From an optimization exercise on the open Yosys and OpenROAD flow, aimed at small area and few clock cycles; shortcuts taken in it are not production practice.
At most, simulation tests tie the RTL to the original design; equivalence was not proved.
The clock port is modelled as an ideal driver; clocking choices that lean on that would not hold on a real chip.

old:
==> flow/design.v <==
module beast_deframer (
    input  wire         clk,
    input  wire         rst,           
    input  wire         in_valid,
    output wire         in_ready,
    input  wire [1:0]   in_kind,       
    input  wire [7:0]   in_data,
    output wire         out_valid,
    input  wire         out_ready,
    output wire [2:0]   out_kind,
    output wire [47:0]  out_ts,
    output wire [7:0]   out_sig,
    output wire [7:0]   out_type,
    output wire [3:0]   out_plen,
    output wire [111:0] out_payload
);
    localparam [2:0] Q_FRAME       = 3'd0;
    localparam [2:0] Q_LONE_ESCAPE = 3'd1;
    localparam [2:0] Q_UNKNOWN     = 3'd2;
    localparam [2:0] Q_TRUNCATED   = 3'd3;
    localparam [2:0] Q_TRANSPORT   = 3'd4;
    localparam [2:0] Q_END         = 3'd5;
    localparam [2:0] Q_LONE_UNK    = 3'd7;    
    localparam [2:0] Q_NONE        = 3'd6;    
    reg  [1:0] st;
    reg  [4:0] cnt;         
    reg  [1:0] ft;          
    reg  [7:0] sr [0:20];   
    reg  [2:0] q;           
    wire t1 = !ft[1];
    wire t2 = ft[1] && !ft[0];
    wire t3 = ft[1] && ft[0];
    localparam [4:0] CNT0 = 5'b01010;
    wire [4:0] cnt_inc = {cnt[3:0], cnt[4] ^ cnt[2]};
    wire last = t1 ? (cnt[4] && cnt[1]) :
                t2 ? (cnt[4] && cnt[0]) :
                     (cnt[4] && cnt[3] && !cnt[2] && !cnt[0]);
    wire empty = (q == Q_NONE);
    wire pop   = !empty && out_ready;
    assign in_ready  = empty || (out_ready && q != Q_LONE_UNK);
    assign out_valid = !empty;
    wire step = in_valid && in_ready;
    wire is_byte = (in_kind == 2'd0);
    wire is_eos  = (in_kind == 2'd1);
    wire esc     = (in_data == 8'h1A);
    wire known   = (in_data[7:2] == 6'b001100) && (in_data[1] || in_data[0]);
    wire typepos = st[0] && !(st[1] && esc);        
    wire store   = st[1] && (st[0] == esc);         
    wire unk     = typepos && !known;               
    wire frame   = store && last;
    wire [1:0] st_n;
    assign st_n[0] = !st[0] && esc;
    assign st_n[1] = (typepos && known) || (store && !last) || (st[1] && !st[0] && esc);
    reg [2:0] ev_q;         
    always @* begin
        if (!is_byte)
            ev_q = !is_eos ? Q_TRANSPORT : (st != 2'b00) ? Q_TRUNCATED : Q_END;
        else if (frame)
            ev_q = Q_FRAME;
        else if (typepos && st[1])
            ev_q = known ? Q_LONE_ESCAPE : Q_LONE_UNK;
        else if (typepos && !known)
            ev_q = Q_UNKNOWN;
        else
            ev_q = Q_NONE;
    end
    reg [2:0] q_pop;        
    always @* begin
        case (q)
            Q_LONE_UNK:                      q_pop = Q_UNKNOWN;
            Q_TRUNCATED, Q_TRANSPORT, Q_END: q_pop = Q_END;
            default:                         q_pop = Q_NONE;
        endcase
    end
    always @(posedge clk) begin
        if (rst) begin
            st <= 2'b00;
            q  <= Q_NONE;
        end else if (step) begin
            st <= st_n;
            q  <= ev_q;
        end else if (pop) begin
            q  <= q_pop;
        end
    end
    always @(posedge clk) begin
        if (step && typepos)
            ft <= in_data[1:0];
    end
    always @(posedge clk) begin
        if (step && (typepos || store))
            cnt <= typepos ? CNT0 : cnt_inc;
    end
    integer i;
    always @(posedge clk) begin
        if (step && (store || unk)) begin
            for (i = 0; i < 20; i = i + 1)
                sr[i] <= sr[i + 1];
            sr[20] <= (t3 || unk) ? in_data : 8'h00;
            sr[13] <= t3 ? sr[14] : t2 ? in_data : 8'h00;
            sr[8]  <= t1 ? in_data : sr[9];
        end
    end
    assign out_kind = (q == Q_LONE_UNK) ? Q_LONE_ESCAPE : q;
    assign out_type = {q[1] ? sr[20][7:2] : 6'b001100, ft};
    assign out_plen = {t3, ft[1], 1'b1, t2};
    assign out_sig  = sr[6];
    assign out_ts   = {sr[0], sr[1], sr[2], sr[3], sr[4], sr[5]};
    genvar k;
    generate
        for (k = 0; k < 14; k = k + 1) begin : g_payload
            assign out_payload[111 - 8*k -: 8] = sr[7 + k];
        end
    endgenerate
endmodule
Settings: LEC_CHECK=0, ABC_AREA=1, CAP_MARGIN=20, CORE_MARGIN=2, CORE_UTILIZATION=70, SLEW_MARGIN=20; clock period 5.0 ns.
standard.sh (not shown) runs the stock make flow with config.mk's settings and CLKGATE_MAP_FILE= SYNTH_SCRIPT=/design/flow/synth_recipe.tcl, a recipe that flattens the netlist after the stock synthesis.
==> flow/flow/run.sh <==
#!/bin/bash
# Standard ORFS layout with the smallest port buffers, a clock tree without dummy
# loads, and the clock tree's buffers downsized after CTS as far as the clock-pin
# slew allows (flow/downsize_clk.tcl, run as ORFS's POST_CTS_TCL hook).
set -euo pipefail
CTS="-sink_clustering_enable -repair_clock_nets -dont_use_dummy_load"
CTS="$CTS -buf_list sky130_fd_sc_hd__clkbuf_8 -root_buf sky130_fd_sc_hd__clkbuf_8"
bash standard.sh \
  "BUFFER_PORTS_ARGS=-buffer_cell sky130_fd_sc_hd__buf_1" \
  "CTS_ARGS=$CTS" \
  "POST_CTS_TCL=$PWD/flow/downsize_clk.tcl" \
  finish > standard_flow.log 2>&1
==> flow/flow/downsize_clk.tcl <==
set clk_slew_limit 0.115
proc clk_pin_slew_max {} {
  set mx 0
  foreach p [get_pins -hierarchical */CLK] {
    set s [get_property $p slew_max]
    if {$s > $mx} { set mx $s }
  }
  return $mx
}
set sizes {sky130_fd_sc_hd__clkbuf_1 sky130_fd_sc_hd__clkbuf_2 sky130_fd_sc_hd__clkbuf_4 sky130_fd_sc_hd__clkbuf_8 sky130_fd_sc_hd__clkbuf_16}
estimate_parasitics -placement
set bound [expr max($clk_slew_limit, [clk_pin_slew_max])]
set bufs {}
foreach inst [get_cells *] {
  set m [get_property $inst ref_name]
  if {[lsearch $sizes $m] >= 0} { lappend bufs $inst }
}
foreach inst $bufs {
  set orig [get_property $inst ref_name]
  set best $orig
  foreach m $sizes {
    if {$m == $orig} break
    replace_cell $inst [get_lib_cells */$m]
    estimate_parasitics -placement
    if {[clk_pin_slew_max] <= $bound} { set best $m; break }
  }
  replace_cell $inst [get_lib_cells */$best]
  puts "clock buffer [get_full_name $inst]: $orig -> $best"
}
estimate_parasitics -placement
puts "clock-pin slew after downsizing: [clk_pin_slew_max]"
Per the final summary, old finished and its layout is clean on timing, DRC and antenna.
For new, these inputs were changed with respect to old:
--- a/flow/design.v
+++ b/flow/design.v
@@ -81,13 +81,13 @@
             q  <= ev_q;
         end else if (pop) begin
             q  <= q_pop;
         end
     end
     always @(posedge clk) begin
-        if (step && typepos)
+        if (step && typepos && known)
             ft <= in_data[1:0];
     end
     always @(posedge clk) begin
         if (step && (typepos || store))
             cnt <= typepos ? CNT0 : cnt_inc;
     end
@@ -99,13 +99,13 @@
             sr[20] <= (t3 || unk) ? in_data : 8'h00;
             sr[13] <= t3 ? sr[14] : t2 ? in_data : 8'h00;
             sr[8]  <= t1 ? in_data : sr[9];
         end
     end
     assign out_kind = (q == Q_LONE_UNK) ? Q_LONE_ESCAPE : q;
-    assign out_type = {q[1] ? sr[20][7:2] : 6'b001100, ft};
+    assign out_type = q[1] ? sr[20] : {6'b001100, ft};
     assign out_plen = {t3, ft[1], 1'b1, t2};
     assign out_sig  = sr[6];
     assign out_ts   = {sr[0], sr[1], sr[2], sr[3], sr[4], sr[5]};
     genvar k;
     generate
         for (k = 0; k < 14; k = k + 1) begin : g_payload
### Flow results
Count of nets after finishing went up slightly going from old to new. new vs. old: area fraction in compound gates after synthesis went down by 0.18 points. Compared to old, new has synthesized instance count about 1.4% higher. Going from old to new, largest fanout of any net on the critical path shrinks by 1. Compared with old, new shows a higher multi-input combinational cell count. Length in cells of the worst reg-to-reg path (higher): new. old has a lower post-detailed-route wirelength per cell than new. Diff old..new | period utilization | negligible. Compared to old, new has routed length on met1 about 5% higher.
Testbench counts of new, summed over its fixed seeds: cycles 37,797.
Only the layout flow was run in old; the RTL was not checked for function there.

separate check: timing with driven ports:
No port has a modelled driver above. Below, the same layouts with a new extraction and two added sets of constraints. Step 1: set_driving_cell puts a clkbuf_16 on clk and a buf_2 on each other input, an assumption about the parent block. Step 2 also shifts input and output timing later by t, the mid clock arrival at the registers, as if the neighbouring blocks saw the same clock. Three values: ideal ports, drivers, drivers and shift; two values: the first two.
run	t, ns	setup slack, ns	worst register clock-pin slew, ns	worst data-port slew with drivers (ns)
old	0.712	1.920 / 1.889 / 1.936	0.11 / 0.11	0.06
new	0.711	1.917 / 1.886 / 1.878	0.11 / 0.11	0.03
After both steps every run listed still meets setup and hold. For new, which loses most, drivers alone change the setup slack by -0.031 ns; drivers and shift together by -0.039 ns.
